What follows belongs to an exercise in optimizing a design on an open flow for small area, a short achievable clock period and few clock cycles per item; a production flow would make more cautious choices. In this exercise RTL edits were held to simulation tests only and were not proved equivalent to the original. Power and IR drop assume default switching activity.

## flow/design.v (module list and top-level ports; edited modules follow where they fit)
// module ghash_acc: 357 lines
module ghash_acc (
    input  wire         clk,
    input  wire         rst,         
    input  wire         in_valid,
    output wire         in_ready,
    input  wire [1:0]   in_op,
    input  wire [127:0] in_data,
    output wire [127:0] y,
    output wire         y_valid
);
  // ...
==> flow/flow/run.sh <==
#!/bin/bash
# The standard layout (standard.sh: the ORFS flow with the standard synthesis),
# with the port buffers made of sky130_fd_sc_hd__buf_4 instead of the cell
# buffer_ports picks by default. make's full output goes to standard_flow.log;
# each ORFS step keeps its own log under orfs/logs/.
set -euo pipefail
export BUFFER_PORTS_ARGS="-buffer_cell sky130_fd_sc_hd__buf_4"
bash standard.sh > standard_flow.log 2>&1
==> flow/standard.sh <==
#!/bin/bash
# synth_recipe.tcl (not shown) runs the flow's synth.tcl, then flattens the netlist and writes it again
# the make line also repeats each setting of config.mk as NAME=value (left out here)
make -C /OpenROAD-flow-scripts/flow DESIGN_CONFIG=/design/flow/config.mk WORK_HOME=/design/flow/orfs CLKGATE_MAP_FILE= SYNTH_SCRIPT=/design/flow/synth_recipe.tcl "${@:-finish}"
==> flow/config.mk <==
export PLATFORM = sky130hd
export DESIGN_NAME = ghash_acc
export DESIGN_NICKNAME = ghash_acc
export VERILOG_FILES = /design/flow/design.v
export SDC_FILE = /design/flow/constraint.sdc
export NUM_CORES = 4
export LEC_CHECK = 0
export CAP_MARGIN = 20
export CORE_MARGIN = 2
export CORE_UTILIZATION = 50
export PLACE_DENSITY = 0.65
export SETUP_SLACK_MARGIN = 2.3
export SLEW_MARGIN = 20
==> flow/constraint.sdc <==
create_clock -name core_clock -period 5.0 [get_ports {clk}]
set_input_delay 1.0000 -clock core_clock [delete_from_list [all_inputs] [get_ports {clk}]]
set_output_delay 1.0000 -clock core_clock [all_outputs]
set_load 0.01 [all_outputs]
==> reports/results.txt, run 1 <==
Post-CTS Resized: 10
skew final: 22.1 ps
fraction of area in multi-input gates: 0.634
Die Height: 304 um
r2r worst-path depth: 7
die area: 92,300 um^2
Final Cycle Share: 0.534
top-count cell post-synth: nand2_1
commonest cells after routing, fill and taps aside: nand2_1, xnor2_1, xor2_1
Top Registers: h_q (128), x_q (128), z_q (128)
# Post-CTS Setup Buffers: 29
Logic pwr share: 0.238
reg2reg start: h_q[69]
min Tclk post-route: 2670 ps
Net Switching: 3.81 mW
met1 Track Usage GR: 0.469
layout net count: 5,817
status: complete, no violations
critical path launch point type: register
number of placement rows: 109
Min Hold Slack: 456 ps
Via Count: 39.2k
Sequential Power Share: 0.385
wire per inst: 24.7 um
total CTS buffers: 54
clock network area share: 0.0382
port bufs: 262
Seq/Total Area, Yosys: 0.234
max cap viols: 0
Post-Synth Simple-Gate Area: 0.212
Testbench counts, summed over its fixed seeds: cycles 21,234, items 2,506.
==> run 2, diff against run 1 <==
--- a/flow/config.mk
+++ b/flow/config.mk
@@ -11,3 +11,3 @@
 export PLACE_DENSITY = 0.65
-export SETUP_SLACK_MARGIN = 2.3
+export SETUP_SLACK_MARGIN = 2.4
 export SLEW_MARGIN = 20
==> reports/results.txt, run 2 <==
status: complete, no violations (unchanged)
port bufs: 262 (unchanged)
synth cell count leaders: nand2_1, xnor2_1, xor2_1 (unchanged)
# IOs: 263 (unchanged)
die area: 92,300 um^2 (unchanged)
Synth cell types: 29 (unchanged)
Hold Crit Depth: 2 (unchanged)
Final Cycle Share: 0.522 (was 0.534)
number of placement rows: 109 (unchanged)
setup TNS: 0 ps (unchanged)
Synth Register Bits: 438 (unchanged)
TritonCTS clock tree: done (unchanged)
CORE AREA: 88,600 um^2 (unchanged)
top_reg_cell synth: dfxtp_1 (unchanged)
gpl congestion: 0.901 (unchanged)
top cell type's share of synthesized area: 0.288 (unchanged)
mapped cell area: 44,900 um^2 (unchanged)
Placed Cells incl. Taps: 6,666 (unchanged)
min Tclk post-route: 2610 ps (was 2670 ps)
Via Count: 40.4k (was 39.2k)
CTS Hold Buffers Added: 0 (unchanged)
Slew Limit Fails: 0 (unchanged)
WP data arrival: 3130 ps (was 3180 ps)
pin slew with the least headroom to its limit: 1010 ps (was 997 ps)
Final Instance Area: 53,000 um^2 (was 50,400 um^2)
leading cell type in the layout, fill and taps excluded: nand2_1 (unchanged)
Power per Cell Area: 221 nW/um^2 (was 228 nW/um^2)
critical path launch point type: register (unchanged)
largest net degree at the start of global routing: 117 (unchanged)
skew final: 29.6 ps (was 22.1 ps)
FF-to-FF setup slack: 2390 ps (was 2330 ps)
required time of the critical path: 5520 ps (was 5510 ps)
clk root buf: clkbuf_16 (unchanged)
WL final: 176 mm (was 171 mm)
initial antenna violation count: 2 (was 0)
path type of the worst setup path: register to register (unchanged)
layout net count: 6,026 (was 5,817)
reg2reg start: x_q[7] (was h_q[69])
Mapped Nets: 5,839 (unchanged)
CTS clk-pin slew, worst paths: 60 ps (about the same)
first-pass GRT wire length: 250 mm (was 248 mm)
die width: 304 um (unchanged)
Initial Util: 0.507 (unchanged)
Die Height: 304 um (unchanged)
setup ws final: 2390 ps (was 2330 ps)
number of global-route vias before repair: 36.7k (was 36.4k)
Synth area leader: xnor2_1 (unchanged)
Peak VDD IR: 0.259 mV (was 0.256 mV)
remaining antenna violation count after routing: 0 (unchanged)
DR vias/cell: 5.69 (about the same)
Area growth, synth to finish: 17.9% (was 12.1%)
worst-path maximum fanout: 14 (was 16)
Post-Place Setup Slack: 1790 ps (unchanged)
Mean Syn Cell Area: 7.87 um^2 (unchanged)
Synth Instances: 5,705 (unchanged)
Reg-to-Reg End: x_q[8] (was x_q[64])
number of synthesized flops with an enable pin: 173 (unchanged)
top-count cell post-synth: nand2_1 (unchanged)
Hold Path Class: register to register (unchanged)
DP Wirelength: 104 mm (unchanged)
Seq/Total Area, Yosys: 0.234 (unchanged)
dpl cell area: 46,700 um^2 (unchanged)
Peak Freq: 0.383 GHz (was 0.375 GHz)
DRC: 0 (unchanged)
Syn. warnings: 1 (unchanged)
WHS Endpoint: x_q[75] (unchanged)
Clock Path Buffers: 3 (unchanged)
DR iter-0 viols: 5,201 (was 5,132)
Min Hold Slack: 455 ps (was 456 ps)
RSZ-0062 raised after global routing: true (was false)
Synth async-reset ratio: 0 (unchanged)
Synth area leaders: xnor2_1, nand2_1, dfxtp_1, edfxtp_1, xor2_1 (unchanged)
P_leak: 16.5 nW (was 15.1 nW)
fin cells: 7,103 (was 6,894)
sinks on the clock net: 438 (unchanged)
wire per inst: 24.7 um (about the same)
GRT overflow: 0 (unchanged)
worst-skew pair later-pin latency: 660 ps (was 650 ps)
total CTS buffers: 54 (unchanged)
Top Registers: h_q (128), x_q (128), z_q (128) (unchanged)
Hold Crit Start: x_q[91] (unchanged)
r2r worst-path depth: 8 (was 7)
max cap viols: 0 (unchanged)
Final Hold Viols: 0 (unchanged)
Slew headroom: 0.328 (was 0.335)
fraction of layout instances using a drive strength above 1: 0.138 (was 0.104)
first-pass iteration count of the detailed router: 6 (was 8)
CTS H-tree depth: 2 (unchanged)
# setup viols final: 0 (unchanged)
GR Util All Layers: 0.357 (was 0.354)
commonest cells after routing, fill and taps aside: nand2_1, xnor2_1, xor2_1 (unchanged)
Setup crit end kind: register (unchanged)
==> run 2: cell types whose count changed in the layout (fill, tap and decap cells not counted), sizes merged <==
cell	before	now
buf	453	659
bufbuf	1	2
clkbuf	74	76
==> run 2: per-stage QoR <==
step	util	power [mW]
CTS	0.560	11.4
finish	0.598	11.7
global placement	0.527	7.00
global route	0.598	12.0
floorplan	-	5.96
detailed placement	0.527	7.02
==> run 2: final cells by class <==
cell class                      instances  area [um^2]
Antenna cell                            1         2.50
Clock buffer                           72         1630
Clock inverter                         29          298
Fill cell                            7665        35700
Inverter                                7         30.0
Multi-Input combinational cell       4726        32100
Sequential cell                       438        10600
Tap cell                             1165         1460
Timing Repair Buffer                  665         6930
==> run 2: how the worst max path moves through the flow <==
stage,cells after the start,to,slack [ps],startpoint
floorplan,3,h_q[0],850,in_valid
global placement,5,x_q[110],1840,rst
detailed placement,6,x_q[24],1790,rst
CTS,8,x_q[51],2410,x_q[6]
global route,8,x_q[89],2280,busy_q
finish,8,x_q[8],2390,x_q[7]
==> run 2: logic make-up (layout without fill, tap and decap cells) <==
group           Yosys count  after routing  synth area share
compound gates          132            132            0.0149
xor+xnor               2143           2143             0.455
fa+ha+maj                 1              1          0.000278
buf+inv                 542            773            0.0590
flops                   438            438             0.234
mux                     112            112            0.0250
other cells               0              1                 0
simple gates           2337           2338             0.212
==> run 2: critical path, stage by stage, from the launching register on <==
cell,delay (ps)
dfxtp_4,530
buf_4,310
nand2_1,100
xor2_1,170
xnor2_1,210
xnor3_1,390
xnor2_1,170
xnor2_1,480
o21ai_1,110
==> run 2: routing by layer <==
metal,vias up,wire [um],global-route usage
met2,2717,75200,0.542
met4,2,13000,0.211
met3,653,21100,0.0744
met1,19302,66200,0.469
met5,-,13,0
li1,17738,-,-
==> run 2: report_power, final <==
group | leakage [nW] | internal [mW] | total [mW] | switching [mW]
registers | 3.78 | 3.91 | 4.30 | 0.395
logic | 11.8 | 1.43 | 3.07 | 1.64
clock network | 0.946 | 2.50 | 4.35 | 1.84
total | 16.5 | 7.84 | 11.7 | 3.88
==> run 2: what timing repair did <==
item / CTS / global route
cloned: 2 / 5
pin swaps: 0 / 1
buffers inserted: 57 / 271
setup endpoints to repair: 158 / 122
resized for setup: 23 / 30
==> run 3, diff against run 2 <==
--- a/flow/config.mk
+++ b/flow/config.mk
@@ -9,5 +9,5 @@
 export CORE_MARGIN = 2
-export CORE_UTILIZATION = 50
-export PLACE_DENSITY = 0.65
-export SETUP_SLACK_MARGIN = 2.4
+export CORE_UTILIZATION = 45
+export PLACE_DENSITY = 0.6
+export SETUP_SLACK_MARGIN = 2.3
 export SLEW_MARGIN = 20
==> reports/results.txt, run 3 <==
status: complete, no violations (unchanged)
leading cell type in the layout, fill and taps excluded: nand2_1 (unchanged)
DR iter-0 viols: 4,890 (was 5,201)
Clock Path Buffers: 3 (unchanged)
Synth cell types: 29 (unchanged)
P_leak: 15.5 nW (was 16.5 nW)
wire per inst: 24.9 um (was 24.7 um)
pin slew with the least headroom to its limit: 834 ps (was 1010 ps)
crit path from: x_q[1] (was x_q[7])
Initial Util: 0.455 (was 0.507)
Setup crit end kind: register (unchanged)
Synth async-reset ratio: 0 (unchanged)
Slew headroom: 0.444 (was 0.328)
number of placement rows: 115 (was 109)
layout net count: 5,871 (was 6,026)
top cell type's share of synthesized area: 0.288 (unchanged)
required time of the critical path: 5540 ps (was 5520 ps)
reg2reg start: x_q[1] (was x_q[7])
r2r worst-path depth: 8 (unchanged)
Synth Register Bits: 438 (unchanged)
compound-gate portion of the synthesized area: 0.0149 (unchanged)
Die Height: 320 um (was 304 um)
Area growth, synth to finish: 13.8% (was 17.9%)
GRT overflow: 0 (unchanged)
mux cell area share after synthesis: 0.0250 (unchanged)
Post-Synth XOR/XNOR Area: 0.455 (unchanged)
Post-Synth Simple-Gate Area: 0.212 (unchanged)
Synth area leader: xnor2_1 (unchanged)
GR Util All Layers: 0.334 (was 0.357)
path type of the worst setup path: register to register (unchanged)
Clock power frac: 0.377 (was 0.371)
Pint: 7.71 mW (was 7.84 mW)
Logic pwr share: 0.244 (was 0.262)
Via Count: 38.7k (was 40.4k)
first-pass GRT wire length: 255 mm (was 250 mm)
DP Wirelength: 108 mm (was 104 mm)
die width: 320 um (was 304 um)
critical path launch point type: register (unchanged)
gpl congestion: 0.885 (was 0.901)
fraction of layout instances using a drive strength above 1: 0.115 (was 0.138)
Filler Cell Count: 9,285 (was 7,665)
Hold Crit Start: x_q[76] (was x_q[91])
top-count cell post-synth: nand2_1 (unchanged)
Sequential Power Share: 0.379 (was 0.367)
Slew Limit Fails: 0 (unchanged)
largest family of logic cells by synthesized area: XOR/XNOR gates (unchanged)
Power per Cell Area: 227 nW/um^2 (was 221 nW/um^2)
remaining antenna violation count after routing: 0 (unchanged)
first-pass iteration count of the detailed router: 7 (was 6)
Post-Synth Adder-Cell Area: 0.000279 (unchanged)
DR vias/cell: 5.47 (was 5.69)
port bufs: 262 (unchanged)
final core utilization: 0.518 (was 0.598)
Top Registers: h_q (128), x_q (128), z_q (128) (unchanged)
sinks on the clock net: 438 (unchanged)
worst-path maximum fanout: 48 (was 14)
initial antenna violation count: 6 (was 2)
CORE AREA: 98,700 um^2 (was 88,600 um^2)
# setup viols final: 0 (unchanged)
switching fraction of total power: 0.337 (was 0.331)
WP data arrival: 3240 ps (was 3130 ps)
setup TNS: 0 ps (unchanged)
number of global-route vias before repair: 36.2k (was 36.7k)
commonest cells after routing, fill and taps aside: nand2_1, xnor2_1, xor2_1 (unchanged)
DRC: 0 (unchanged)
Mapped Nets: 5,839 (unchanged)
Hold Path Class: register to register (unchanged)
min Tclk post-route: 2700 ps (was 2610 ps)
CTS clk-pin slew, worst paths: 70 ps (was 60 ps)
FF-to-FF setup slack: 2300 ps (was 2390 ps)
max cap viols: 0 (unchanged)
TritonCTS clock tree: done (unchanged)
clk root buf: clkbuf_16 (unchanged)
total CTS buffers: 56 (was 54)
largest net degree at the start of global routing: 117 (unchanged)
Setup crit end: x_q[38] (was x_q[8])
Syn. warnings: 1 (unchanged)
Mean Syn Cell Area: 7.87 um^2 (unchanged)
Final Cycle Share: 0.540 (was 0.522)
mapped cell area: 44,900 um^2 (unchanged)
Seq/Total Area, Yosys: 0.234 (unchanged)
Reg-to-Reg End: x_q[38] (was x_q[8])
Synth Instances: 5,705 (unchanged)
skew final: 25.9 ps (was 29.6 ps)
Peak Freq: 0.370 GHz (was 0.383 GHz)
RSZ-0062 raised after global routing: true (unchanged)
number of synthesized flops with an enable pin: 173 (unchanged)
Hold Crit Depth: 2 (unchanged)
Final Hold Viols: 0 (unchanged)
worst-skew pair later-pin latency: 680 ps (was 660 ps)
die area: 102,000 um^2 (was 92,300 um^2)
WL final: 176 mm (about the same)
synth cell count leaders: nand2_1, xnor2_1, xor2_1 (unchanged)
# IOs: 263 (unchanged)
CTS H-tree depth: 2 (unchanged)
Net Switching: 3.91 mW (was 3.88 mW)
Synth area leaders: xnor2_1, nand2_1, dfxtp_1, edfxtp_1, xor2_1 (unchanged)
Peak VDD IR: 0.293 mV (was 0.259 mV)
top_reg_cell synth: dfxtp_1 (unchanged)
## run 3: cell counts after synthesis
No cell type changed its count.
## run 3: logic make-up after synthesis
kind of cell,Yosys count
AO/OA/AOI/OAI,132
XOR/XNOR,2143
adder cells (fa/ha/maj),1
buffers and inverters,542
flip-flops,438
multiplexers,112
AND/OR/NAND/NOR,2337
## run 3: repair_timing
item | 4_1_cts | 5_1_grt
gates cloned | 0 | 1
hold buffers | 0 | 0
gates resized for setup | 15 | 27
endpoints found under the setup margin | 158 | 101
setup buffers | 49 | 120
## run 3: how the worst min path moves through the flow
stage	end	slack, ps
after floorplan	cnt_q[0]	420
after global placement	cnt_q[0]	430
after detailed placement	cnt_q[0]	440
after CTS	cnt_q[0]	450
after global routing	x_q[60]	470
final	x_q[60]	450
## run 3: area by class of cell
class	count	area (um^2)	share of cell area
timing repair buffer	509	4930	0.0964
inverter	7	30.0	0.000588
clock inverter	37	345	0.00676
sequential	438	10600	0.207
antenna	2	5.00	0.0000979
clock buffer	69	1620	0.0317
tap	1287	1610	0.0315
multi-input combinational	4725	32000	0.626
## run 3: routing by layer
layer  up-vias  share of wire  wire, um  GRT usage
li1      17419              -         -          -
met1     18429           0.40     69700      0.445
met2      2283           0.43     76100      0.508
met3       533           0.11     18500     0.0599
met4         6          0.067     11900      0.192
met5         -        0.00023        41          0
## run 3: stage by stage
| step | instance area, um^2 | hold WS, ps | instances | setup WS, ps | total power [mW] |
|---|---|---|---|---|---|
| global placement | 46900 | 432 | 6795 | 1460 | 7.06 |
| detailed placement | 46900 | 436 | 6796 | 1400 | 7.08 |
| CTS | 49700 | 451 | 6951 | 2300 | 11.5 |
| floorplan | 44900 | 417 | 5705 | 853 | 5.96 |
| global route | 51100 | 474 | 7072 | 2280 | 11.9 |
| finish | 51100 | 446 | 7074 | 2300 | 11.6 |
## run 3: power groups by stage
stage               Clock (mW)  Combinational, mW  Sequential, mW
finish                    4.38               2.84            4.40
global route              4.56               2.96            4.40
CTS                       4.44               2.63            4.45
detailed placement           0               2.52            4.55
global placement             0               2.51            4.56
floorplan                    0               1.83            4.13
## run 3: worst max-delay path, stage by stage (launching register included)
cell     delay (ps)
dfxtp_4         560
buf_12          320
nand2_1         110
xor2_1          180
xnor2_1         230
xnor3_1         400
xnor2_1         370
xnor2_2         220
o21ai_1         110

-- separate check: timing with driven ports --
In the flow no input, the clock included, has a driving cell. The finished layouts below were timed again as built, in two steps. Step 1 (the two cells are an assumption about what drives the block):
set clk [get_ports {clk}]
set_driving_cell -lib_cell sky130_fd_sc_hd__clkbuf_16 $clk
set_driving_cell -lib_cell sky130_fd_sc_hd__buf_2 [delete_from_list [all_inputs] $clk]
Step 2, shift: input delay + t, output delay - t, t = (earliest + latest rising clock arrival at the registers) / 2. This alone moves slack from input paths to output paths. Slacks: ideal / step 1 / step 2; pairs: ideal / step 1.
| run | shift t [ns] | setup WS [ns] | pins driven straight from the clock port |
|---|---|---|---|
| run 1 | 0.709 | 2.332 / 2.332 / 1.847 | 1 |
| run 2 | 0.711 | 2.389 / 2.389 / 1.795 | 1 |
| run 3 | 0.734 | 2.301 / 2.301 / 1.751 | 1 |
After both steps setup and hold are still met in every run listed. The setup slack of run 2, which loses most, moves by 0.000 ns with the drivers and by -0.594 ns with both steps.
